This design comes from an exercise in tuning for small area, a short achievable clock period and few clock cycles on the open sky130 flow, not from production work.
Function was not checked in any run shown here: the RTL went through the layout flow alone.

==> flow/design.v (outline; a module is shown in full before it is edited, if it fits) <==
// module gcx_enc: 1142 lines
module gcx_enc (
    input  wire        clk,
    input  wire        rst,         
    input  wire        in_valid,
    output wire        in_ready,
    input  wire [15:0] in_data,
    input  wire        in_key,
    input  wire        in_last,
    output wire        out_valid,
    input  wire        out_ready,
    output wire [31:0] out_data,
    output wire        out_last,
    output wire        done,
    output wire [31:0] hash,
    output wire [31:0] lcg
);
  // ...
==> flow/run.sh <==
#!/bin/bash
# synth_recipe.tcl (not shown) runs the flow's synth.tcl, then flattens the netlist and writes it again
# the make line also repeats each setting of config.mk as NAME=value (left out here)
make -C /OpenROAD-flow-scripts/flow DESIGN_CONFIG=/design/flow/config.mk WORK_HOME=/design/flow/orfs CLKGATE_MAP_FILE= SYNTH_SCRIPT=/design/flow/synth_recipe.tcl finish
==> flow/config.mk <==
export PLATFORM = sky130hd
export DESIGN_NAME = gcx_enc
export DESIGN_NICKNAME = gcx_enc
export VERILOG_FILES = /design/flow/design.v
export SDC_FILE = /design/flow/constraint.sdc
export NUM_CORES = 4
export LEC_CHECK = 0
export CAP_MARGIN = 50
export CORE_MARGIN = 2
export CORE_UTILIZATION = 40
export SLEW_MARGIN = 60
==> flow/constraint.sdc <==
create_clock -name core_clock -period 36.0 [get_ports {clk}]
set_input_delay 7.2000 -clock core_clock [delete_from_list [all_inputs] [get_ports {clk}]]
set_output_delay 7.2000 -clock core_clock [all_outputs]
set_load 0.01 [all_outputs]
==> impl_metrics.json, run 1 <==
{
  "dp.cells": 2911,
  "endpoint_kind": "flip-flop",
  "hold_path.class": "reg2reg",
  "synth_edf_count": 95,
  "inv_count": 352,
  "worstReg2RegStart": "Y[8]$_DFFE_PP_",
  "clock_skew_ps": 8.14,
  "worst_slack_ps": 26450,
  "ioPinCount": 122,
  "drt_pass1_iterations": 6,
  "grt_pass1_vias": 15777,
  "cts_root_buf": "clkbuf_16",
  "wl_per_cell_um": 19.5,
  "outcome": "finished clean",
  "postSynthCellCount": 2213,
  "synthXorXnorAreaFrac": 0.0580,
  "synth_warnings": 1,
  "ys.flop_type": "edfxtp_1",
  "yosysSeqAreaShare": 0.181,
  "layout.nets": 2701,
  "wl_met3_um": 3240,
  "row_count": 81
}
==> run 2, diff against run 1 <==
--- a/flow/design.v
+++ b/flow/design.v
@@ -84,50 +84,45 @@
         input [2:0] d;
         t3_3 = T3_3_TBL[d * 12 +: 12];
     endfunction
     localparam [383:0] WN3_TBL = 384'b111110010001100100110111001010011101110000000011010110101001111100001111100010110101001000011011101110000001010100100111111010001101100000110011000110011001101100111111010010100101111000001011011110110001000100010111101010111101010000100011110110001001011100101111000010010101101000111011001110100001110100000111011010101101000000010011100110111001001100011111110010000101011000101011;
     function [5:0] wn3;
         input [5:0] d;
         wn3 = WN3_TBL[d * 6 +: 6];
     endfunction
-    localparam [95:0] R4_TBL = 96'b110001010101101010010010100011001111011100001100010101001001001110000110000111000011000000000000;
-    function [11:0] r4;
-        input [2:0] d;
-        r4 = R4_TBL[d * 12 +: 12];
-    endfunction
-    localparam [95:0] R5_TBL = 96'b110100111010110101011111110110000100110110101001110111001110110111110011111000011000000000000000;
-    function [11:0] r5;
+    localparam [95:0] R0_TBL = 96'b101001101101011011100111001101100001111000011000101010010010011100001100001110000110000000000000;
+    function [11:0] r0;
         input [2:0] d;
-        r5 = R5_TBL[d * 12 +: 12];
+        r0 = R0_TBL[d * 12 +: 12];
     endfunction
-    localparam [95:0] R6_TBL = 96'b011000100101011101001101100001110101100110011101101011000101101111101101110100010101000000000000;
-    function [11:0] r6;
+    localparam [95:0] R1_TBL = 96'b110000110111110010000001110011001011110100010101110101011111110110101001110111110011000000000000;
+    function [11:0] r1;
         input [2:0] d;
-        r6 = R6_TBL[d * 12 +: 12];
+        r1 = R1_TBL[d * 12 +: 12];
     endfunction
-    localparam [95:0] R7_TBL = 96'b011001110001000101110100101010110100010110110111000010111010100111111010010011111101000000000000;
-    function [11:0] r7;
+    localparam [95:0] R2_TBL = 96'b110001001010000001011101001010101101010011111101011101001101100110011101101111101101000000000000;
+    function [11:0] r2;
         input [2:0] d;
-        r7 = R7_TBL[d * 12 +: 12];
+        r2 = R2_TBL[d * 12 +: 12];
     endfunction
-    localparam [95:0] R8_TBL = 96'b100011010001101110100000000000110010001100000001010111010000100010011111101101101110000000000000;
-    function [11:0] r8;
+    localparam [95:0] R3_TBL = 96'b110011100010001011101000011100101011101101101110000101110100010110110111100111111010000000000000;
+    function [11:0] r3;
         input [2:0] d;
-        r8 = R8_TBL[d * 12 +: 12];
+        r3 = R3_TBL[d * 12 +: 12];
     endfunction
-    localparam [95:0] R9_TBL = 96'b110110010100011110010010000110010000100111001011001111001001110000000100011000000010000000000000;
-    function [11:0] r9;
+    localparam [95:0] R4_TBL = 96'b001101100101100100000011000001100100011000000010101110100000001100000001100010011111000000000000;
+    function [11:0] r4;
         input [2:0] d;
-        r9 = R9_TBL[d * 12 +: 12];
+        r4 = R4_TBL[d * 12 +: 12];
     endfunction
-    localparam [47:0] R10_TBL = 48'b000111001110101010110010010101011001000000000000;
-    function [11:0] r10;
-        input [1:0] d;
-        r10 = R10_TBL[d * 12 +: 12];
+    localparam [191:0] R5_TBL = 192'b100101100000101110011001110111010010000111001110010000000111011001000000100001111001101010110010110011101011000011100111001100100000010101011001011110010010100111001011110000000100000000000000;
+    function [11:0] r5;
+        input [3:0] d;
+        r5 = R5_TBL[d * 12 +: 12];
     endfunction
     localparam [287:0] CA_TBL = 288'b111000111000011000110001110000110000101010101001001000100011100001100000011100011001111000010101010010010000001110001010101000000111000011000000110001110101011000101010101101110000100011100110001000011100011110100000010101010110111000001110001111010000000111000111101000000000000000000000;
     function [17:0] ca;
         input [3:0] d;
         ca = CA_TBL[d * 18 +: 18];
     endfunction
     localparam [119:0] CB_TBL = 120'b110001110101011101010101101110100011100110001011100011110100010101010110111001110001111010000111000111101000000000000000;
     function [14:0] cb;
@@ -178,18 +173,18 @@
     reg         uf;          
     reg         ul;          
     reg         seedp;       
     reg  [14:0] Y;           
     reg  [5:0]  zw;          
     reg  [2:0]  qY;          
     reg         conv;        
     reg         np;          
-    reg  [19:0] sbuf;        
-    reg  [3:0]  L;           
+    reg  [13:0] sbuf;        
+    reg  [2:0]  L;           
     reg         inpay;       
     reg         lastin;      
     reg         rdy;
     reg         ov;          
     reg  [31:0] odat;        
     reg         olast;
     reg         dn;
     wire fire  = in_valid & rdy;
@@ -623,226 +618,191 @@
     wire b3_20 = b3_19 ^ b3_12 ^ 1'b1;
     wire b3_21 = (b3_19 & b3_12) | (b3_19 & 1'b1) | (b3_12 & 1'b1);
     wire b3_22 = b3_21 ^ b3_13 ^ b3_14;
     wire b3_23 = (b3_21 & b3_13) | (b3_21 & b3_14) | (b3_13 & b3_14);
     wire [5:0] bt3 = {b3_22, b3_20, b3_18, b3_16, b3_10, b3_0};
     wire        cy3 = (g3[1] & (bt3[3:0] == 4'd15)) | (g3[2] & (bt3[3:0] >= 4'd14)) |
                        (g3[3] & (bt3[3:0] >= 4'd13)) | (g3[4] & (bt3[3:0] >= 4'd12));
     wire [1:0]  k3 = {bt3[5] ^ (bt3[4] & cy3), bt3[4] ^ cy3};
-    wire [11:0] sd4 = r4(h[14:12]);
-    wire [11:0] sd5 = r5(h[17:15]);
-    wire [11:0] sd6 = r6(h[20:18]);
-    wire [11:0] sd7 = r7(h[23:21]);
-    wire [11:0] sd8 = r8(h[26:24]);
-    wire [11:0] sd9 = r9(h[29:27]);
-    wire [11:0] sd10 = r10(h[31:30]);
-    wire sd_0 = h[0] ^ sd4[0] ^ sd5[0];
-    wire sd_1 = (h[0] & sd4[0]) | (h[0] & sd5[0]) | (sd4[0] & sd5[0]);
-    wire sd_2 = sd6[0] ^ sd7[0] ^ sd8[0];
-    wire sd_3 = (sd6[0] & sd7[0]) | (sd6[0] & sd8[0]) | (sd7[0] & sd8[0]);
-    wire sd_4 = h[1] ^ sd4[1] ^ sd5[1];
-    wire sd_5 = (h[1] & sd4[1]) | (h[1] & sd5[1]) | (sd4[1] & sd5[1]);
-    wire sd_6 = sd6[1] ^ sd7[1] ^ sd8[1];
-    wire sd_7 = (sd6[1] & sd7[1]) | (sd6[1] & sd8[1]) | (sd7[1] & sd8[1]);
-    wire sd_8 = h[2] ^ sd4[2] ^ sd5[2];
-    wire sd_9 = (h[2] & sd4[2]) | (h[2] & sd5[2]) | (sd4[2] & sd5[2]);
-    wire sd_10 = sd6[2] ^ sd7[2] ^ sd8[2];
-    wire sd_11 = (sd6[2] & sd7[2]) | (sd6[2] & sd8[2]) | (sd7[2] & sd8[2]);
-    wire sd_12 = h[3] ^ sd4[3] ^ sd5[3];
-    wire sd_13 = (h[3] & sd4[3]) | (h[3] & sd5[3]) | (sd4[3] & sd5[3]);
-    wire sd_14 = sd6[3] ^ sd7[3] ^ sd8[3];
-    wire sd_15 = (sd6[3] & sd7[3]) | (sd6[3] & sd8[3]) | (sd7[3] & sd8[3]);
-    wire sd_16 = h[4] ^ sd4[4] ^ sd5[4];
-    wire sd_17 = (h[4] & sd4[4]) | (h[4] & sd5[4]) | (sd4[4] & sd5[4]);
-    wire sd_18 = sd6[4] ^ sd7[4] ^ sd8[4];
-    wire sd_19 = (sd6[4] & sd7[4]) | (sd6[4] & sd8[4]) | (sd7[4] & sd8[4]);
-    wire sd_20 = h[5] ^ sd4[5] ^ sd5[5];
-    wire sd_21 = (h[5] & sd4[5]) | (h[5] & sd5[5]) | (sd4[5] & sd5[5]);
-    wire sd_22 = sd6[5] ^ sd7[5] ^ sd8[5];
-    wire sd_23 = (sd6[5] & sd7[5]) | (sd6[5] & sd8[5]) | (sd7[5] & sd8[5]);
-    wire sd_24 = h[6] ^ sd4[6] ^ sd5[6];
-    wire sd_25 = (h[6] & sd4[6]) | (h[6] & sd5[6]) | (sd4[6] & sd5[6]);
-    wire sd_26 = sd6[6] ^ sd7[6] ^ sd8[6];
-    wire sd_27 = (sd6[6] & sd7[6]) | (sd6[6] & sd8[6]) | (sd7[6] & sd8[6]);
-    wire sd_28 = h[7] ^ sd4[7] ^ sd5[7];
-    wire sd_29 = (h[7] & sd4[7]) | (h[7] & sd5[7]) | (sd4[7] & sd5[7]);
-    wire sd_30 = sd6[7] ^ sd7[7] ^ sd8[7];
-    wire sd_31 = (sd6[7] & sd7[7]) | (sd6[7] & sd8[7]) | (sd7[7] & sd8[7]);
-    wire sd_32 = h[8] ^ sd4[8] ^ sd5[8];
-    wire sd_33 = (h[8] & sd4[8]) | (h[8] & sd5[8]) | (sd4[8] & sd5[8]);
-    wire sd_34 = sd6[8] ^ sd7[8] ^ sd8[8];
-    wire sd_35 = (sd6[8] & sd7[8]) | (sd6[8] & sd8[8]) | (sd7[8] & sd8[8]);
-    wire sd_36 = h[9] ^ sd4[9] ^ sd5[9];
-    wire sd_37 = (h[9] & sd4[9]) | (h[9] & sd5[9]) | (sd4[9] & sd5[9]);
-    wire sd_38 = sd6[9] ^ sd7[9] ^ sd8[9];
-    wire sd_39 = (sd6[9] & sd7[9]) | (sd6[9] & sd8[9]) | (sd7[9] & sd8[9]);
-    wire sd_40 = h[10] ^ sd4[10] ^ sd5[10];
-    wire sd_41 = (h[10] & sd4[10]) | (h[10] & sd5[10]) | (sd4[10] & sd5[10]);
-    wire sd_42 = sd6[10] ^ sd7[10] ^ sd8[10];
-    wire sd_43 = (sd6[10] & sd7[10]) | (sd6[10] & sd8[10]) | (sd7[10] & sd8[10]);
-    wire sd_44 = h[11] ^ sd4[11] ^ sd5[11];
-    wire sd_45 = (h[11] & sd4[11]) | (h[11] & sd5[11]) | (sd4[11] & sd5[11]);
-    wire sd_46 = sd6[11] ^ sd7[11] ^ sd8[11];
-    wire sd_47 = (sd6[11] & sd7[11]) | (sd6[11] & sd8[11]) | (sd7[11] & sd8[11]);
-    wire sd_48 = sd_0 ^ sd_2 ^ sd9[0];
-    wire sd_49 = (sd_0 & sd_2) | (sd_0 & sd9[0]) | (sd_2 & sd9[0]);
+    wire [11:0] sd0 = r0(h[15:13]);
+    wire [11:0] sd1 = r1(h[18:16]);
+    wire [11:0] sd2 = r2(h[21:19]);
+    wire [11:0] sd3 = r3(h[24:22]);
+    wire [11:0] sd4 = r4(h[27:25]);
+    wire [11:0] sd5 = r5(h[31:28]);
+    wire sd_0 = h[0] ^ sd0[0] ^ sd1[0];
+    wire sd_1 = (h[0] & sd0[0]) | (h[0] & sd1[0]) | (sd0[0] & sd1[0]);
+    wire sd_2 = sd2[0] ^ sd3[0] ^ sd4[0];
+    wire sd_3 = (sd2[0] & sd3[0]) | (sd2[0] & sd4[0]) | (sd3[0] & sd4[0]);
+    wire sd_4 = h[1] ^ sd0[1] ^ sd1[1];
+    wire sd_5 = (h[1] & sd0[1]) | (h[1] & sd1[1]) | (sd0[1] & sd1[1]);
+    wire sd_6 = sd2[1] ^ sd3[1] ^ sd4[1];
+    wire sd_7 = (sd2[1] & sd3[1]) | (sd2[1] & sd4[1]) | (sd3[1] & sd4[1]);
+    wire sd_8 = h[2] ^ sd0[2] ^ sd1[2];
+    wire sd_9 = (h[2] & sd0[2]) | (h[2] & sd1[2]) | (sd0[2] & sd1[2]);
+    wire sd_10 = sd2[2] ^ sd3[2] ^ sd4[2];
+    wire sd_11 = (sd2[2] & sd3[2]) | (sd2[2] & sd4[2]) | (sd3[2] & sd4[2]);
+    wire sd_12 = h[3] ^ sd0[3] ^ sd1[3];
+    wire sd_13 = (h[3] & sd0[3]) | (h[3] & sd1[3]) | (sd0[3] & sd1[3]);
+    wire sd_14 = sd2[3] ^ sd3[3] ^ sd4[3];
+    wire sd_15 = (sd2[3] & sd3[3]) | (sd2[3] & sd4[3]) | (sd3[3] & sd4[3]);
+    wire sd_16 = h[4] ^ sd0[4] ^ sd1[4];
+    wire sd_17 = (h[4] & sd0[4]) | (h[4] & sd1[4]) | (sd0[4] & sd1[4]);
+    wire sd_18 = sd2[4] ^ sd3[4] ^ sd4[4];
+    wire sd_19 = (sd2[4] & sd3[4]) | (sd2[4] & sd4[4]) | (sd3[4] & sd4[4]);
+    wire sd_20 = h[5] ^ sd0[5] ^ sd1[5];
+    wire sd_21 = (h[5] & sd0[5]) | (h[5] & sd1[5]) | (sd0[5] & sd1[5]);
+    wire sd_22 = sd2[5] ^ sd3[5] ^ sd4[5];
+    wire sd_23 = (sd2[5] & sd3[5]) | (sd2[5] & sd4[5]) | (sd3[5] & sd4[5]);
+    wire sd_24 = h[6] ^ sd0[6] ^ sd1[6];
+    wire sd_25 = (h[6] & sd0[6]) | (h[6] & sd1[6]) | (sd0[6] & sd1[6]);
+    wire sd_26 = sd2[6] ^ sd3[6] ^ sd4[6];
+    wire sd_27 = (sd2[6] & sd3[6]) | (sd2[6] & sd4[6]) | (sd3[6] & sd4[6]);
+    wire sd_28 = h[7] ^ sd0[7] ^ sd1[7];
+    wire sd_29 = (h[7] & sd0[7]) | (h[7] & sd1[7]) | (sd0[7] & sd1[7]);
+    wire sd_30 = sd2[7] ^ sd3[7] ^ sd4[7];
+    wire sd_31 = (sd2[7] & sd3[7]) | (sd2[7] & sd4[7]) | (sd3[7] & sd4[7]);
+    wire sd_32 = h[8] ^ sd0[8] ^ sd1[8];
+    wire sd_33 = (h[8] & sd0[8]) | (h[8] & sd1[8]) | (sd0[8] & sd1[8]);
+    wire sd_34 = sd2[8] ^ sd3[8] ^ sd4[8];
+    wire sd_35 = (sd2[8] & sd3[8]) | (sd2[8] & sd4[8]) | (sd3[8] & sd4[8]);
+    wire sd_36 = h[9] ^ sd0[9] ^ sd1[9];
+    wire sd_37 = (h[9] & sd0[9]) | (h[9] & sd1[9]) | (sd0[9] & sd1[9]);
+    wire sd_38 = sd2[9] ^ sd3[9] ^ sd4[9];
+    wire sd_39 = (sd2[9] & sd3[9]) | (sd2[9] & sd4[9]) | (sd3[9] & sd4[9]);
+    wire sd_40 = h[10] ^ sd0[10] ^ sd1[10];
+    wire sd_41 = (h[10] & sd0[10]) | (h[10] & sd1[10]) | (sd0[10] & sd1[10]);
+    wire sd_42 = sd2[10] ^ sd3[10] ^ sd4[10];
+    wire sd_43 = (sd2[10] & sd3[10]) | (sd2[10] & sd4[10]) | (sd3[10] & sd4[10]);
+    wire sd_44 = h[11] ^ sd0[11] ^ sd1[11];
+    wire sd_45 = (h[11] & sd0[11]) | (h[11] & sd1[11]) | (sd0[11] & sd1[11]);
+    wire sd_46 = sd2[11] ^ sd3[11] ^ sd4[11];
+    wire sd_47 = (sd2[11] & sd3[11]) | (sd2[11] & sd4[11]) | (sd3[11] & sd4[11]);
+    wire sd_48 = sd_0 ^ sd_2 ^ sd5[0];
+    wire sd_49 = (sd_0 & sd_2) | (sd_0 & sd5[0]) | (sd_2 & sd5[0]);
     wire sd_50 = sd_1 ^ sd_3 ^ sd_4;
     wire sd_51 = (sd_1 & sd_3) | (sd_1 & sd_4) | (sd_3 & sd_4);
-    wire sd_52 = sd_6 ^ sd9[1] ^ sd10[1];
-    wire sd_53 = (sd_6 & sd9[1]) | (sd_6 & sd10[1]) | (sd9[1] & sd10[1]);
-    wire sd_54 = sd_5 ^ sd_7 ^ sd_8;
-    wire sd_55 = (sd_5 & sd_7) | (sd_5 & sd_8) | (sd_7 & sd_8);
-    wire sd_56 = sd_10 ^ sd9[2] ^ sd10[2];
-    wire sd_57 = (sd_10 & sd9[2]) | (sd_10 & sd10[2]) | (sd9[2] & sd10[2]);
-    wire sd_58 = sd_9 ^ sd_11 ^ sd_12;
-    wire sd_59 = (sd_9 & sd_11) | (sd_9 & sd_12) | (sd_11 & sd_12);
-    wire sd_60 = sd_14 ^ sd9[3] ^ sd10[3];
-    wire sd_61 = (sd_14 & sd9[3]) | (sd_14 & sd10[3]) | (sd9[3] & sd10[3]);
-    wire sd_62 = sd_13 ^ sd_15 ^ sd_16;
-    wire sd_63 = (sd_13 & sd_15) | (sd_13 & sd_16) | (sd_15 & sd_16);
-    wire sd_64 = sd_18 ^ sd9[4] ^ sd10[4];
-    wire sd_65 = (sd_18 & sd9[4]) | (sd_18 & sd10[4]) | (sd9[4] & sd10[4]);
-    wire sd_66 = sd_17 ^ sd_19 ^ sd_20;
-    wire sd_67 = (sd_17 & sd_19) | (sd_17 & sd_20) | (sd_19 & sd_20);
-    wire sd_68 = sd_22 ^ sd9[5] ^ sd10[5];
-    wire sd_69 = (sd_22 & sd9[5]) | (sd_22 & sd10[5]) | (sd9[5] & sd10[5]);
-    wire sd_70 = sd_21 ^ sd_23 ^ sd_24;
-    wire sd_71 = (sd_21 & sd_23) | (sd_21 & sd_24) | (sd_23 & sd_24);
-    wire sd_72 = sd_26 ^ sd9[6] ^ sd10[6];
-    wire sd_73 = (sd_26 & sd9[6]) | (sd_26 & sd10[6]) | (sd9[6] & sd10[6]);
-    wire sd_74 = sd_25 ^ sd_27 ^ sd_28;
-    wire sd_75 = (sd_25 & sd_27) | (sd_25 & sd_28) | (sd_27 & sd_28);
-    wire sd_76 = sd_30 ^ sd9[7] ^ sd10[7];
-    wire sd_77 = (sd_30 & sd9[7]) | (sd_30 & sd10[7]) | (sd9[7] & sd10[7]);
-    wire sd_78 = sd_29 ^ sd_31 ^ sd_32;
-    wire sd_79 = (sd_29 & sd_31) | (sd_29 & sd_32) | (sd_31 & sd_32);
-    wire sd_80 = sd_34 ^ sd9[8] ^ sd10[8];
-    wire sd_81 = (sd_34 & sd9[8]) | (sd_34 & sd10[8]) | (sd9[8] & sd10[8]);
-    wire sd_82 = sd_33 ^ sd_35 ^ sd_36;
-    wire sd_83 = (sd_33 & sd_35) | (sd_33 & sd_36) | (sd_35 & sd_36);
-    wire sd_84 = sd_38 ^ sd9[9] ^ sd10[9];
-    wire sd_85 = (sd_38 & sd9[9]) | (sd_38 & sd10[9]) | (sd9[9] & sd10[9]);
-    wire sd_86 = sd_37 ^ sd_39 ^ sd_40;
-    wire sd_87 = (sd_37 & sd_39) | (sd_37 & sd_40) | (sd_39 & sd_40);
-    wire sd_88 = sd_42 ^ sd9[10] ^ sd10[10];
-    wire sd_89 = (sd_42 & sd9[10]) | (sd_42 & sd10[10]) | (sd9[10] & sd10[10]);
-    wire sd_90 = sd_41 ^ sd_43 ^ sd_44;
-    wire sd_91 = (sd_41 & sd_43) | (sd_41 & sd_44) | (sd_43 & sd_44);
-    wire sd_92 = sd_46 ^ sd9[11] ^ sd10[11];
-    wire sd_93 = (sd_46 & sd9[11]) | (sd_46 & sd10[11]) | (sd9[11] & sd10[11]);
-    wire sd_94 = sd_49 ^ sd_50 ^ sd_52;
-    wire sd_95 = (sd_49 & sd_50) | (sd_49 & sd_52) | (sd_50 & sd_52);
-    wire sd_96 = sd_51 ^ sd_53 ^ sd_54;
-    wire sd_97 = (sd_51 & sd_53) | (sd_51 & sd_54) | (sd_53 & sd_54);
-    wire sd_98 = sd_55 ^ sd_57 ^ sd_58;
-    wire sd_99 = (sd_55 & sd_57) | (sd_55 & sd_58) | (sd_57 & sd_58);
-    wire sd_100 = sd_59 ^ sd_61 ^ sd_62;
-    wire sd_101 = (sd_59 & sd_61) | (sd_59 & sd_62) | (sd_61 & sd_62);
-    wire sd_102 = sd_63 ^ sd_65 ^ sd_66;
-    wire sd_103 = (sd_63 & sd_65) | (sd_63 & sd_66) | (sd_65 & sd_66);
-    wire sd_104 = sd_67 ^ sd_69 ^ sd_70;
-    wire sd_105 = (sd_67 & sd_69) | (sd_67 & sd_70) | (sd_69 & sd_70);
-    wire sd_106 = sd_71 ^ sd_73 ^ sd_74;
-    wire sd_107 = (sd_71 & sd_73) | (sd_71 & sd_74) | (sd_73 & sd_74);
-    wire sd_108 = sd_75 ^ sd_77 ^ sd_78;
-    wire sd_109 = (sd_75 & sd_77) | (sd_75 & sd_78) | (sd_77 & sd_78);
-    wire sd_110 = sd_79 ^ sd_81 ^ sd_82;
-    wire sd_111 = (sd_79 & sd_81) | (sd_79 & sd_82) | (sd_81 & sd_82);
-    wire sd_112 = sd_83 ^ sd_85 ^ sd_86;
-    wire sd_113 = (sd_83 & sd_85) | (sd_83 & sd_86) | (sd_85 & sd_86);
-    wire sd_114 = sd_87 ^ sd_89 ^ sd_90;
-    wire sd_115 = (sd_87 & sd_89) | (sd_87 & sd_90) | (sd_89 & sd_90);
-    wire sd_116 = sd_91 ^ sd_93 ^ sd_45;
-    wire sd_117 = (sd_91 & sd_93) | (sd_91 & sd_45) | (sd_93 & sd_45);
-    wire sd_118 = sd_95 ^ sd_96 ^ sd_56;
-    wire sd_119 = (sd_95 & sd_96) | (sd_95 & sd_56) | (sd_96 & sd_56);
-    wire sd_120 = sd_97 ^ sd_98 ^ sd_60;
-    wire sd_121 = (sd_97 & sd_98) | (sd_97 & sd_60) | (sd_98 & sd_60);
-    wire sd_122 = sd_99 ^ sd_100 ^ sd_64;
-    wire sd_123 = (sd_99 & sd_100) | (sd_99 & sd_64) | (sd_100 & sd_64);
-    wire sd_124 = sd_101 ^ sd_102 ^ sd_68;
-    wire sd_125 = (sd_101 & sd_102) | (sd_101 & sd_68) | (sd_102 & sd_68);
-    wire sd_126 = sd_103 ^ sd_104 ^ sd_72;
-    wire sd_127 = (sd_103 & sd_104) | (sd_103 & sd_72) | (sd_104 & sd_72);
-    wire sd_128 = sd_105 ^ sd_106 ^ sd_76;
-    wire sd_129 = (sd_105 & sd_106) | (sd_105 & sd_76) | (sd_106 & sd_76);
-    wire sd_130 = sd_107 ^ sd_108 ^ sd_80;
-    wire sd_131 = (sd_107 & sd_108) | (sd_107 & sd_80) | (sd_108 & sd_80);
-    wire sd_132 = sd_109 ^ sd_110 ^ sd_84;
-    wire sd_133 = (sd_109 & sd_110) | (sd_109 & sd_84) | (sd_110 & sd_84);
-    wire sd_134 = sd_111 ^ sd_112 ^ sd_88;
-    wire sd_135 = (sd_111 & sd_112) | (sd_111 & sd_88) | (sd_112 & sd_88);
-    wire sd_136 = sd_113 ^ sd_114 ^ sd_92;
-    wire sd_137 = (sd_113 & sd_114) | (sd_113 & sd_92) | (sd_114 & sd_92);
-    wire sd_138 = sd_115 ^ sd_116 ^ sd_47;
-    wire sd_139 = (sd_115 & sd_116) | (sd_115 & sd_47) | (sd_116 & sd_47);
-    wire sd_140 = sd_48 ^ sd10[0];
-    wire sd_141 = sd_48 & sd10[0];
-    wire sd_142 = sd_94 ^ sd_141;
-    wire sd_143 = sd_94 & sd_141;
-    wire sd_144 = sd_118 ^ sd_143;
-    wire sd_145 = sd_118 & sd_143;
-    wire sd_146 = sd_119 ^ sd_120 ^ sd_145;
-    wire sd_147 = (sd_119 & sd_120) | (sd_119 & sd_145) | (sd_120 & sd_145);
-    wire sd_148 = sd_121 ^ sd_122 ^ sd_147;
-    wire sd_149 = (sd_121 & sd_122) | (sd_121 & sd_147) | (sd_122 & sd_147);
-    wire sd_150 = sd_123 ^ sd_124;
-    wire sd_151 = sd_123 & sd_124;
-    wire sd_152 = sd_125 ^ sd_126 ^ sd_151;
-    wire sd_153 = (sd_125 & sd_126) | (sd_125 & sd_151) | (sd_126 & sd_151);
-    wire sd_154 = sd_127 ^ sd_128 ^ sd_153;
-    wire sd_155 = (sd_127 & sd_128) | (sd_127 & sd_153) | (sd_128 & sd_153);
-    wire sd_156 = sd_129 ^ sd_130 ^ sd_155;
-    wire sd_157 = (sd_129 & sd_130) | (sd_129 & sd_155) | (sd_130 & sd_155);
-    wire sd_158 = sd_131 ^ sd_132 ^ sd_157;
-    wire sd_159 = (sd_131 & sd_132) | (sd_131 & sd_157) | (sd_132 & sd_157);
-    wire sd_160 = sd_123 ^ sd_124 ^ 1'b1;
-    wire sd_161 = (sd_123 & sd_124) | (sd_123 & 1'b1) | (sd_124 & 1'b1);
-    wire sd_162 = sd_125 ^ sd_126 ^ sd_161;
-    wire sd_163 = (sd_125 & sd_126) | (sd_125 & sd_161) | (sd_126 & sd_161);
-    wire sd_164 = sd_127 ^ sd_128 ^ sd_163;
-    wire sd_165 = (sd_127 & sd_128) | (sd_127 & sd_163) | (sd_128 & sd_163);
-    wire sd_166 = sd_129 ^ sd_130 ^ sd_165;
-    wire sd_167 = (sd_129 & sd_130) | (sd_129 & sd_165) | (sd_130 & sd_165);
-    wire sd_168 = sd_131 ^ sd_132 ^ sd_167;
-    wire sd_169 = (sd_131 & sd_132) | (sd_131 & sd_167) | (sd_132 & sd_167);
-    wire sd_170 = sd_149 ? sd_160 : sd_150;
-    wire sd_171 = sd_149 ? sd_162 : sd_152;
-    wire sd_172 = sd_149 ? sd_164 : sd_154;
-    wire sd_173 = sd_149 ? sd_166 : sd_156;
-    wire sd_174 = sd_149 ? sd_168 : sd_158;
-    wire sd_175 = sd_149 ? sd_169 : sd_159;
-    wire sd_176 = sd_133 ^ sd_134;
-    wire sd_177 = sd_133 & sd_134;
-    wire sd_178 = sd_135 ^ sd_136 ^ sd_177;
-    wire sd_179 = (sd_135 & sd_136) | (sd_135 & sd_177) | (sd_136 & sd_177);
-    wire sd_180 = sd_137 ^ sd_138 ^ sd_179;
-    wire sd_181 = (sd_137 & sd_138) | (sd_137 & sd_179) | (sd_138 & sd_179);
-    wire sd_182 = sd_139 ^ sd_117 ^ sd_181;
-    wire sd_183 = (sd_139 & sd_117) | (sd_139 & sd_181) | (sd_117 & sd_181);
-    wire sd_184 = 1'b0 ^ sd_183;
-    wire sd_185 = 1'b0 & sd_183;
-    wire sd_186 = sd_133 ^ sd_134 ^ 1'b1;
-    wire sd_187 = (sd_133 & sd_134) | (sd_133 & 1'b1) | (sd_134 & 1'b1);
-    wire sd_188 = sd_135 ^ sd_136 ^ sd_187;
-    wire sd_189 = (sd_135 & sd_136) | (sd_135 & sd_187) | (sd_136 & sd_187);
-    wire sd_190 = sd_137 ^ sd_138 ^ sd_189;
-    wire sd_191 = (sd_137 & sd_138) | (sd_137 & sd_189) | (sd_138 & sd_189);
-    wire sd_192 = sd_139 ^ sd_117 ^ sd_191;
-    wire sd_193 = (sd_139 & sd_117) | (sd_139 & sd_191) | (sd_117 & sd_191);
-    wire sd_194 = 1'b0 ^ sd_193;
-    wire sd_195 = 1'b0 & sd_193;
-    wire sd_196 = sd_175 ? sd_186 : sd_176;
-    wire sd_197 = sd_175 ? sd_188 : sd_178;
-    wire sd_198 = sd_175 ? sd_190 : sd_180;
-    wire sd_199 = sd_175 ? sd_192 : sd_182;
-    wire sd_200 = sd_175 ? sd_194 : sd_184;
-    wire sd_201 = sd_175 ? sd_195 : sd_185;
-    wire [14:0] seedY = {sd_200, sd_199, sd_198, sd_197, sd_196, sd_174, sd_173, sd_172, sd_171, sd_170, sd_148, sd_146, sd_144, sd_142, sd_140};
+    wire sd_52 = sd_5 ^ sd_7 ^ sd_8;
+    wire sd_53 = (sd_5 & sd_7) | (sd_5 & sd_8) | (sd_7 & sd_8);
+    wire sd_54 = sd_9 ^ sd_11 ^ sd_12;
+    wire sd_55 = (sd_9 & sd_11) | (sd_9 & sd_12) | (sd_11 & sd_12);
+    wire sd_56 = sd_13 ^ sd_15 ^ sd_16;
+    wire sd_57 = (sd_13 & sd_15) | (sd_13 & sd_16) | (sd_15 & sd_16);
+    wire sd_58 = sd_17 ^ sd_19 ^ sd_20;
+    wire sd_59 = (sd_17 & sd_19) | (sd_17 & sd_20) | (sd_19 & sd_20);
+    wire sd_60 = sd_21 ^ sd_23 ^ sd_24;
+    wire sd_61 = (sd_21 & sd_23) | (sd_21 & sd_24) | (sd_23 & sd_24);
+    wire sd_62 = sd_25 ^ sd_27 ^ sd_28;
+    wire sd_63 = (sd_25 & sd_27) | (sd_25 & sd_28) | (sd_27 & sd_28);
+    wire sd_64 = sd_29 ^ sd_31 ^ sd_32;
+    wire sd_65 = (sd_29 & sd_31) | (sd_29 & sd_32) | (sd_31 & sd_32);
+    wire sd_66 = sd_33 ^ sd_35 ^ sd_36;
+    wire sd_67 = (sd_33 & sd_35) | (sd_33 & sd_36) | (sd_35 & sd_36);
+    wire sd_68 = sd_37 ^ sd_39 ^ sd_40;
+    wire sd_69 = (sd_37 & sd_39) | (sd_37 & sd_40) | (sd_39 & sd_40);
+    wire sd_70 = sd_41 ^ sd_43 ^ sd_44;
+    wire sd_71 = (sd_41 & sd_43) | (sd_41 & sd_44) | (sd_43 & sd_44);
+    wire sd_72 = sd_45 ^ sd_47 ^ h[12];
+    wire sd_73 = (sd_45 & sd_47) | (sd_45 & h[12]) | (sd_47 & h[12]);
+    wire sd_74 = sd_49 ^ sd_50 ^ sd_6;
+    wire sd_75 = (sd_49 & sd_50) | (sd_49 & sd_6) | (sd_50 & sd_6);
+    wire sd_76 = sd_51 ^ sd_52 ^ sd_10;
+    wire sd_77 = (sd_51 & sd_52) | (sd_51 & sd_10) | (sd_52 & sd_10);
+    wire sd_78 = sd_53 ^ sd_54 ^ sd_14;
+    wire sd_79 = (sd_53 & sd_54) | (sd_53 & sd_14) | (sd_54 & sd_14);
+    wire sd_80 = sd_55 ^ sd_56 ^ sd_18;
+    wire sd_81 = (sd_55 & sd_56) | (sd_55 & sd_18) | (sd_56 & sd_18);
+    wire sd_82 = sd_57 ^ sd_58 ^ sd_22;
+    wire sd_83 = (sd_57 & sd_58) | (sd_57 & sd_22) | (sd_58 & sd_22);
+    wire sd_84 = sd_59 ^ sd_60 ^ sd_26;
+    wire sd_85 = (sd_59 & sd_60) | (sd_59 & sd_26) | (sd_60 & sd_26);
+    wire sd_86 = sd_61 ^ sd_62 ^ sd_30;
+    wire sd_87 = (sd_61 & sd_62) | (sd_61 & sd_30) | (sd_62 & sd_30);
+    wire sd_88 = sd_63 ^ sd_64 ^ sd_34;
+    wire sd_89 = (sd_63 & sd_64) | (sd_63 & sd_34) | (sd_64 & sd_34);
+    wire sd_90 = sd_65 ^ sd_66 ^ sd_38;
+    wire sd_91 = (sd_65 & sd_66) | (sd_65 & sd_38) | (sd_66 & sd_38);
+    wire sd_92 = sd_67 ^ sd_68 ^ sd_42;
+    wire sd_93 = (sd_67 & sd_68) | (sd_67 & sd_42) | (sd_68 & sd_42);
+    wire sd_94 = sd_69 ^ sd_70 ^ sd_46;
+    wire sd_95 = (sd_69 & sd_70) | (sd_69 & sd_46) | (sd_70 & sd_46);
+    wire sd_96 = sd_75 ^ sd_76 ^ sd5[2];
+    wire sd_97 = (sd_75 & sd_76) | (sd_75 & sd5[2]) | (sd_76 & sd5[2]);
+    wire sd_98 = sd_77 ^ sd_78 ^ sd5[3];
+    wire sd_99 = (sd_77 & sd_78) | (sd_77 & sd5[3]) | (sd_78 & sd5[3]);
+    wire sd_100 = sd_79 ^ sd_80 ^ sd5[4];
+    wire sd_101 = (sd_79 & sd_80) | (sd_79 & sd5[4]) | (sd_80 & sd5[4]);
+    wire sd_102 = sd_81 ^ sd_82 ^ sd5[5];
+    wire sd_103 = (sd_81 & sd_82) | (sd_81 & sd5[5]) | (sd_82 & sd5[5]);
+    wire sd_104 = sd_83 ^ sd_84 ^ sd5[6];
+    wire sd_105 = (sd_83 & sd_84) | (sd_83 & sd5[6]) | (sd_84 & sd5[6]);
+    wire sd_106 = sd_85 ^ sd_86 ^ sd5[7];
+    wire sd_107 = (sd_85 & sd_86) | (sd_85 & sd5[7]) | (sd_86 & sd5[7]);
+    wire sd_108 = sd_87 ^ sd_88 ^ sd5[8];
+    wire sd_109 = (sd_87 & sd_88) | (sd_87 & sd5[8]) | (sd_88 & sd5[8]);
+    wire sd_110 = sd_89 ^ sd_90 ^ sd5[9];
+    wire sd_111 = (sd_89 & sd_90) | (sd_89 & sd5[9]) | (sd_90 & sd5[9]);
+    wire sd_112 = sd_91 ^ sd_92 ^ sd5[10];
+    wire sd_113 = (sd_91 & sd_92) | (sd_91 & sd5[10]) | (sd_92 & sd5[10]);
+    wire sd_114 = sd_93 ^ sd_94 ^ sd5[11];
+    wire sd_115 = (sd_93 & sd_94) | (sd_93 & sd5[11]) | (sd_94 & sd5[11]);
+    wire sd_116 = sd_95 ^ sd_71 ^ sd_72;
+    wire sd_117 = (sd_95 & sd_71) | (sd_95 & sd_72) | (sd_71 & sd_72);
+    wire sd_118 = sd_74 ^ sd5[1];
+    wire sd_119 = sd_74 & sd5[1];
+    wire sd_120 = sd_96 ^ sd_119;
+    wire sd_121 = sd_96 & sd_119;
+    wire sd_122 = sd_97 ^ sd_98 ^ sd_121;
+    wire sd_123 = (sd_97 & sd_98) | (sd_97 & sd_121) | (sd_98 & sd_121);
+    wire sd_124 = sd_99 ^ sd_100 ^ sd_123;
+    wire sd_125 = (sd_99 & sd_100) | (sd_99 & sd_123) | (sd_100 & sd_123);
+    wire sd_126 = sd_101 ^ sd_102 ^ sd_125;
+    wire sd_127 = (sd_101 & sd_102) | (sd_101 & sd_125) | (sd_102 & sd_125);
+    wire sd_128 = sd_103 ^ sd_104 ^ sd_127;
+    wire sd_129 = (sd_103 & sd_104) | (sd_103 & sd_127) | (sd_104 & sd_127);
+    wire sd_130 = sd_105 ^ sd_106 ^ sd_129;
+    wire sd_131 = (sd_105 & sd_106) | (sd_105 & sd_129) | (sd_106 & sd_129);
+    wire sd_132 = sd_107 ^ sd_108;
+    wire sd_133 = sd_107 & sd_108;
+    wire sd_134 = sd_109 ^ sd_110 ^ sd_133;
+    wire sd_135 = (sd_109 & sd_110) | (sd_109 & sd_133) | (sd_110 & sd_133);
+    wire sd_136 = sd_111 ^ sd_112 ^ sd_135;
+    wire sd_137 = (sd_111 & sd_112) | (sd_111 & sd_135) | (sd_112 & sd_135);
+    wire sd_138 = sd_113 ^ sd_114 ^ sd_137;
+    wire sd_139 = (sd_113 & sd_114) | (sd_113 & sd_137) | (sd_114 & sd_137);
+    wire sd_140 = sd_115 ^ sd_116 ^ sd_139;
+    wire sd_141 = (sd_115 & sd_116) | (sd_115 & sd_139) | (sd_116 & sd_139);
+    wire sd_142 = sd_117 ^ sd_73 ^ sd_141;
+    wire sd_143 = (sd_117 & sd_73) | (sd_117 & sd_141) | (sd_73 & sd_141);
+    wire sd_144 = 1'b0 ^ sd_143;
+    wire sd_145 = 1'b0 & sd_143;
+    wire sd_146 = sd_107 ^ sd_108 ^ 1'b1;
+    wire sd_147 = (sd_107 & sd_108) | (sd_107 & 1'b1) | (sd_108 & 1'b1);
+    wire sd_148 = sd_109 ^ sd_110 ^ sd_147;
+    wire sd_149 = (sd_109 & sd_110) | (sd_109 & sd_147) | (sd_110 & sd_147);
+    wire sd_150 = sd_111 ^ sd_112 ^ sd_149;
+    wire sd_151 = (sd_111 & sd_112) | (sd_111 & sd_149) | (sd_112 & sd_149);
+    wire sd_152 = sd_113 ^ sd_114 ^ sd_151;
+    wire sd_153 = (sd_113 & sd_114) | (sd_113 & sd_151) | (sd_114 & sd_151);
+    wire sd_154 = sd_115 ^ sd_116 ^ sd_153;
+    wire sd_155 = (sd_115 & sd_116) | (sd_115 & sd_153) | (sd_116 & sd_153);
+    wire sd_156 = sd_117 ^ sd_73 ^ sd_155;
+    wire sd_157 = (sd_117 & sd_73) | (sd_117 & sd_155) | (sd_73 & sd_155);
+    wire sd_158 = 1'b0 ^ sd_157;
+    wire sd_159 = 1'b0 & sd_157;
+    wire sd_160 = sd_131 ? sd_146 : sd_132;
+    wire sd_161 = sd_131 ? sd_148 : sd_134;
+    wire sd_162 = sd_131 ? sd_150 : sd_136;
+    wire sd_163 = sd_131 ? sd_152 : sd_138;
+    wire sd_164 = sd_131 ? sd_154 : sd_140;
+    wire sd_165 = sd_131 ? sd_156 : sd_142;
+    wire sd_166 = sd_131 ? sd_158 : sd_144;
+    wire sd_167 = sd_131 ? sd_159 : sd_145;
+    wire [14:0] seedY = {sd_166, sd_165, sd_164, sd_163, sd_162, sd_161, sd_160, sd_130, sd_128, sd_126, sd_124, sd_122, sd_120, sd_118, sd_48};
     wire cv_0 = zw[0] ^ ~Y[0] ^ 1'b1;
     wire cv_1 = (zw[0] & ~Y[0]) | (zw[0] & 1'b1) | (~Y[0] & 1'b1);
     wire cv_2 = zw[2] ^ ~Y[2] ^ ~Y[0];
     wire cv_3 = (zw[2] & ~Y[2]) | (zw[2] & ~Y[0]) | (~Y[2] & ~Y[0]);
     wire cv_4 = zw[3] ^ ~Y[3] ^ ~Y[1];
     wire cv_5 = (zw[3] & ~Y[3]) | (zw[3] & ~Y[1]) | (~Y[3] & ~Y[1]);
     wire cv_6 = zw[4] ^ ~Y[4] ^ ~Y[2];
     wire cv_7 = (zw[4] & ~Y[4]) | (zw[4] & ~Y[2]) | (~Y[4] & ~Y[2]);
@@ -894,31 +854,42 @@
     wire cx_25 = (Y[12] & cva[12]) | (Y[12] & cvb[12]) | (cva[12] & cvb[12]);
     wire cx_26 = Y[13] ^ cva[13] ^ cvb[13];
     wire cx_27 = (Y[13] & cva[13]) | (Y[13] & cvb[13]) | (cva[13] & cvb[13]);
     wire cx_28 = Y[14] ^ cva[14] ^ cvb[14];
     wire cx_29 = (Y[14] & cva[14]) | (Y[14] & cvb[14]) | (cva[14] & cvb[14]);
     wire [17:0] cx0 = {cva[17], cva[16], cx_29, cx_27, cx_25, cx_23, cx_21, cx_19, cx_17, cx_15, cx_13, cx_11, cx_9, cx_7, cx_5, cx_3, cx_1, cx_0};
     wire [17:0] cx1 = {1'b0, 1'b0, cva[15], cx_28, cx_26, cx_24, cx_22, cx_20, cx_18, cx_16, cx_14, cx_12, cx_10, cx_8, cx_6, cx_4, cx_2, 1'b0};
     wire [17:0] sc = cx0 + cx1;
-    wire        full = (L >= 4'd3);
+    wire [21:0] qv = {sbuf, 8'd0} | ({in_data[7:0], 14'd0} >> {L, 1'b0});
+    wire [21:0] qe = fbyte ? qv : {sbuf, 8'd0};
+    wire [3:0]  T  = {1'b0, L} + (fbyte ? 4'd4 : 4'd0);
+    wire        full = L[2] | (L[1] & L[0]);
     wire [1:0]  c    = (lastin & ~full) ? L[1:0] : 2'd3;
-    wire        beat = adv & inpay & (full | (lastin & (L != 4'd0)));
-    wire [19:0] qv = sbuf | (fbyte ? ({in_data[7:0], 12'd0} >> {L[2:0], 1'b0}) : 20'd0);
-    wire [3:0]  Lb = L - {2'd0, c}, Lf = L + 4'd4, Lbf = L + 4'd1;
-    wire [3:0]  Ln = beat ? (fbyte ? Lbf : Lb) : (fbyte ? Lf : L);
-    wire        room0 = (L <= 4'd6), room1 = (L <= 4'd2), room2 = (L <= 4'd9), room3 = (L <= 4'd5);
-    wire        roomn = beat ? (fbyte ? room3 : room2) : (fbyte ? room1 : room0);
+    wire        beat = adv & inpay & (full | fbyte | (lastin & (L != 3'd0)));
+    wire [3:0]  Ln   = beat ? T - {2'd0, c} : T;
     wire        lastn = (fbyte & in_last) | (lastin & ~dn);
     wire        upd   = uv & (~lastin | dn);
     wire        uvn   = fkey | (uv & ~upd);
     wire        uln   = fkey ? in_last : ul;
     wire        npn   = (upd & ul) | (np & ~dn);
     wire        dnn   = (ov & out_ready & olast) | (np & ~dn);
-    wire [31:0] hb = uf ? 32'd0 : h;
+    wire        w_last = lastin & ~dn;
+    wire        w_uv   = uv & ~upd;
+    wire        w_np   = (upd & ul) | (np & ~dn);
+    wire        w_beat = adv & inpay & (full | (lastin & (L != 3'd0)));
+    wire [2:0]  w_L0   = w_beat ? L - {1'b0, c} : L;           
+    wire        w_room0 = (w_L0 <= 3'd3);
+    wire        w_room1 = adv & inpay & (L <= 3'd2);      
+    wire        r_none = ~((w_uv & ul) | w_np) & (dnn | (w_last ? ~w_uv : w_room0));
+    wire        r_key  = ~w_np & (dnn | (~w_last & w_room0));
+    wire        r_byte = ~((w_uv & ul) | w_np) & (dnn | (w_last ? ~w_uv : w_room1));
+    wire        r_lbyte = ~((w_uv & ul) | w_np) & (dnn | ~w_uv);
+    wire        rdyn = ~fire ? r_none : in_key ? (~in_last & r_key) : (in_last ? r_lbyte : r_byte);
+    wire [31:0] hb = h;
     wire hm_0 = ~hb[0] ^ u[0] ^ 1'b1;
     wire hm_1 = (~hb[0] & u[0]) | (~hb[0] & 1'b1) | (u[0] & 1'b1);
     wire hm_2 = hb[0] ^ ~hb[5] ^ u[5];
     wire hm_3 = (hb[0] & ~hb[5]) | (hb[0] & u[5]) | (~hb[5] & u[5]);
     wire hm_4 = hb[1] ^ ~hb[6] ^ u[6];
     wire hm_5 = (hb[1] & ~hb[6]) | (hb[1] & u[6]) | (~hb[6] & u[6]);
     wire hm_6 = hb[2] ^ ~hb[7] ^ u[7];
     wire hm_7 = (hb[2] & ~hb[7]) | (hb[2] & u[7]) | (~hb[7] & u[7]);
@@ -1071,70 +1042,70 @@
     wire hm_154 = hm_135 ? hm_140 : hm_52;
     wire hm_155 = hm_135 ? hm_142 : hm_54;
     wire hm_156 = hm_135 ? hm_144 : hm_56;
     wire hm_157 = hm_135 ? hm_146 : hm_58;
     wire hm_158 = hm_135 ? hm_148 : hm_60;
     wire hm_159 = hm_135 ? hm_150 : hm_62;
     wire hm_160 = hm_135 ? hm_151 : 1'b0;
     wire [31:0] hn = {hm_159, hm_158, hm_157, hm_156, hm_155, hm_154, hm_153, hm_152, hm_134, hm_133, hm_132, hm_131, hm_130, hm_129, hm_128, hm_127, hm_109, hm_108, hm_107, hm_106, hm_105, hm_104, hm_103, hm_102, hm_68, hm_66, hm_64, hm_36, hm_32, hm_28, hm_24, hm_0};
-    wire [5:0] cs = sbuf[19:14] ^ {k1, k2, k3};
+    wire [5:0] cs = qv[21:16] ^ {k1, k2, k3};
     wire [7:0] q0 = e0(cs[5:4]);
     wire [7:0] q1 = e1({cs[5:2], c == 2'd1});
     wire [7:0] q2 = e2({c, cs[3:0]});
     wire [7:0] q3 = e3({c == 2'd3, cs[1:0]});
     always @(posedge clk) begin
         if (fkey) begin
             u  <= in_data;
             uf <= hfirst;
         end
         ul <= uln;
         if (upd)
-            h <= hn;
+            h <= uf ? {16'd0, u} : hn;    
         if (conv | np) begin
             Y[11:0] <= np ? h[17:6] : sc[17:6];
             zw <= np ? h[5:0] : sc[5:0];
         end else if (seedp) begin
             Y <= seedY;
             zw <= w0(h[5:0]);
         end else if (beat) begin
             Y  <= (c == 2'd3) ? y3 : (c == 2'd2) ? y2 : y1;
             zw <= (c == 2'd3) ? w3 : (c == 2'd2) ? w2 : w1;
             qY <= (c == 2'd3) ? n3 : (c == 2'd2) ? n2 : n1;
         end
         if (adv) begin
             odat  <= {q3, q2, q1, q0};
-            olast <= lastin & (L <= 4'd3);
+            olast <= lastin & ~L[2];
         end
         if (rst) begin
             hfirst <= 1'b1;
-            sbuf   <= 20'd0;
+            sbuf   <= 14'd0;
             L      <= 3'd0;
             inpay  <= 1'b0;
             lastin <= 1'b0;
             np     <= 1'b0;
             uv     <= 1'b0;
             seedp  <= 1'b0;
             rdy    <= 1'b1;
             ov     <= 1'b0;
             dn     <= 1'b0;
             conv   <= 1'b0;
         end else begin
             hfirst <= (fire & in_last) | (hfirst & ~fkey);
             uv     <= uvn;
             seedp  <= fbyte & ~inpay & ~seedp;
-            sbuf   <= beat ? {qv[13:0], 6'd0} : qv;
-            L      <= Ln;
+            sbuf   <= beat ? qe[15:2] : qe[21:8];
+            L      <= Ln[2:0];
             inpay  <= seedp | (inpay & ~conv);
             lastin <= lastn;
             np     <= npn;
-            rdy    <= ~((uvn & uln) | npn) & (dnn | (lastn ? ~uvn : roomn));
+            rdy    <= rdyn;
             ov     <= beat | (ov & ~out_ready);
             dn     <= dnn;
-            conv   <= beat & lastin & (L <= 4'd3);
+            conv   <= beat & lastin & ~L[2];
         end
     end
     assign out_data  = odat;
     assign out_valid = ov;
     assign out_last  = olast;
     assign in_ready  = rdy;
     assign done      = dn;
     assign hash      = h;
==> impl_metrics.json, run 2 <==
{
  "outcome": "finished clean",
  "slowest_delay_ps": 480,
  "die_height_um": 222,
  "critPathArrivalTime_ps": 9340,
  "met2_usage": 0.363,
  "reg_top3": "h: 32 flops, odat: 22 flops, u: 16 flops",
  "drc": 0,
  "core_um2": 47400,
  "endpoint_kind": "flip-flop",
  "multi_input_area_um2": 14200,
  "grt_overflow": 0,
  "setup_viol": 0,
  "drt-total-wl_um": 56600,
  "grt_pass1_wl_um": 88000,
  "antenna_found_initial": 0,
  "grt_pass1_vias": 15185,
  "maxCapViolCount": 0,
  "port_buffers": 112,
  "fin_util": 0.452,
  "final_common_cell": "inv_1",
  "yosys.cell_types.count": 92,
  "drt_pass1_iterations": 5,
  "die_w_um": 222,
  "fin_crit_sh": 0.257,
  "top_register": "h",
  "max-slew-margin-rel": 0.619,
  "grt_usage": 0.231,
  "min_delay_path_depth": 0,
  "cts_hold_buf": 0,
  "cts_max_path_buffers": 2,
  "ys_ff_latch": 123,
  "dieArea_um2": 49500,
  "wl_per_cell_um": 19.8,
  "synth_top_area_share": 0.216,
  "synthTopCellsByArea": "fa_1 (22%), edfxtp_1 (15%), ha_1 (12%), inv_1 (6.0%), nand2_1 (4.3%)",
  "path_clk_slew_ps": 60,
  "fillCellCount": 4686,
  "place_area_um2": 20800,
  "layout.cells.non_filler": 2858,
  "cts_resized": 0,
  "synth_edf_count": 96,
  "fin_area_um2": 21500,
  "via_per_inst": 5.42,
  "ff_latch_area_um2": 3430,
  "post_cts_buffers": 0,
  "synth_area_um2": 19100,
  "cts_root_buf": "clkbuf_16",
  "gr-max-usage-layer": "met2",
  "worst-slew-pin-transition_ps": 570,
  "finalHoldViolCount": 0,
  "dp.cells": 2823,
  "ioPinCount": 122,
  "path_max_fanout": 25,
  "ys.flop_type": "edfxtp_1",
  "clock_skew_ps": 8.73,
  "layout.nets": 2638,
  "cts_tree": "yes",
  "synth_warnings": 1,
  "yosysSeqAreaShare": 0.179,
  "crit_path_start_kind": "input pin",
  "critical_path_class": "in2reg",
  "final_cell_mix": "inv_1 (299), nand2_1 (215), fa_1 (206)",
  "required_ps": 36090,
  "syn2layout_area_growth_pct": 12.4,
  "row_count": 80,
  "ff2ff_path_depth": 32,
  "cts_made_buffers": 17,
  "min_period_ps": 9250,
  "rsz0062_at_grt": "no",
  "clk_latency_ps": 440,
  "drt_iter0_drc": 1085,
  "grt_util_met1": 0.321,
  "largest_reg_flops": 32,
  "critPathSlowestCell": "clkdlybuf4s50_1",
  "fmax_mhz": 108,
  "grt_max_degree": 43,
  "crit_chain": "clkdlybuf4s50_1 -> nand2b_1 -> buf_4 -> nand2_1 -> a21o_1 -> nand2_2",
  "gp_congestion": 0.957,
  "place_hpwl_um": 46100,
  "yosys.area.top_type": "fa_1",
  "ys_async_sr_fraction": 0,
  "vias": 15484,
  "ctsHtreeMaxLevel": 4,
  "diodes": 0,
  "floorplan.initialDensity": 0.402,
  "drive_above_1_share": 0.0669,
  "hold_path.class": "reg2reg",
  "drtAntennaViolNets": 0,
  "grt_util_met3": 0.0324,
  "yosys-top-cells-count": "inv_1 (303), nand2_1 (217), fa_1 (206), ha_1 (180), nor2_1 (151)",
  "avgSynthCellArea_um2": 8.81,
  "setup_tns_ps": 0,
  "yosysMostFrequentCell": "inv_1",
  "finalMaxSlewViolations": 0,
  "clock-sinks": 123,
  "postSynthCellCount": 2168
}
==> run 2: logic make-up (layout without fill, tap and decap cells) <==
group,count (synthesis),count (layout),share of synthesized area
simple gates,572,572,0.140
compound gates,479,479,0.160
buf+inv,412,480,0.0860
fa+ha+maj,387,387,0.334
flops,123,123,0.179
xor+xnor,117,117,0.0558
mux,76,76,0.0444
other cells,2,9,0.000393
==> run 2: through the flow <==
stage / setup slack (ps) / hold slack, ps
final: 26750 / 429
after global routing: 26590 / 434
after CTS: 26780 / 430
after detailed placement: 26310 / 417
after global placement: 26130 / 419
after floorplan: 26790 / 408
==> run 2: per-layer routing <==
layer,up-vias,wire length (um)
met5,-,0
met4,0,2060
met3,86,2540
met2,415,25800
met1,7611,26200
li1,7372,-
==> run 2: worst max-delay path: cells and delay by family <==
family,cells,cell delay [ps]
and+or+nand+nor,3,890
AOI/OAI and AO/OA,1,430
buffers and inverters,2,800
==> run 2: worst paths after layout <==
path / from / endpoint / slack (ps)
worst max-delay path: out_ready / Y[4]$_DFFE_PP_ / 26750
worst min-delay path: hfirst$_SDFF_PP1_ / uf$_DFFE_PP_ / 430
worst max register to register: Y[8]$_DFFE_PP_ / odat[17]$_SDFFCE_PP0N_ / 27430
worst min register to register: hfirst$_SDFF_PP1_ / uf$_DFFE_PP_ / 430
==> run 2: layout make-up <==
cell class | count | share of cell area
Tap cell | 615 | 0.0359
Inverter | 305 | 0.0533
Sequential cell | 123 | 0.160
Clock buffer | 19 | 0.0206
Multi-Input combinational cell | 1640 | 0.660
Clock inverter | 13 | 0.00775
Timing Repair Buffer | 143 | 0.0628

port drivers added, routing unchanged:
In the flow no input, the clock included, has a driving cell. The finished layouts below were timed again as built, in two steps.
Step 1 assumes that a clkbuf_16 drives the clock port and a buf_2 every other input.
Step 2 also shifts input and output timing later by t, the mid clock arrival at the registers, as if the neighbouring blocks saw the same clock.
a / b / c = no drivers / after step 1 / after step 2; a / b = the first two.
run	t, ns	slack for setup (ns)	cell pins on the clock port's net
run 1	0.481	26.451 / 26.470 / 25.989	1
run 2	0.487	26.754 / 26.781 / 26.294	1
After both steps setup and hold are still met in every run listed. For run 1, which loses most, drivers alone change the setup slack by +0.019 ns; drivers and shift together by -0.462 ns.
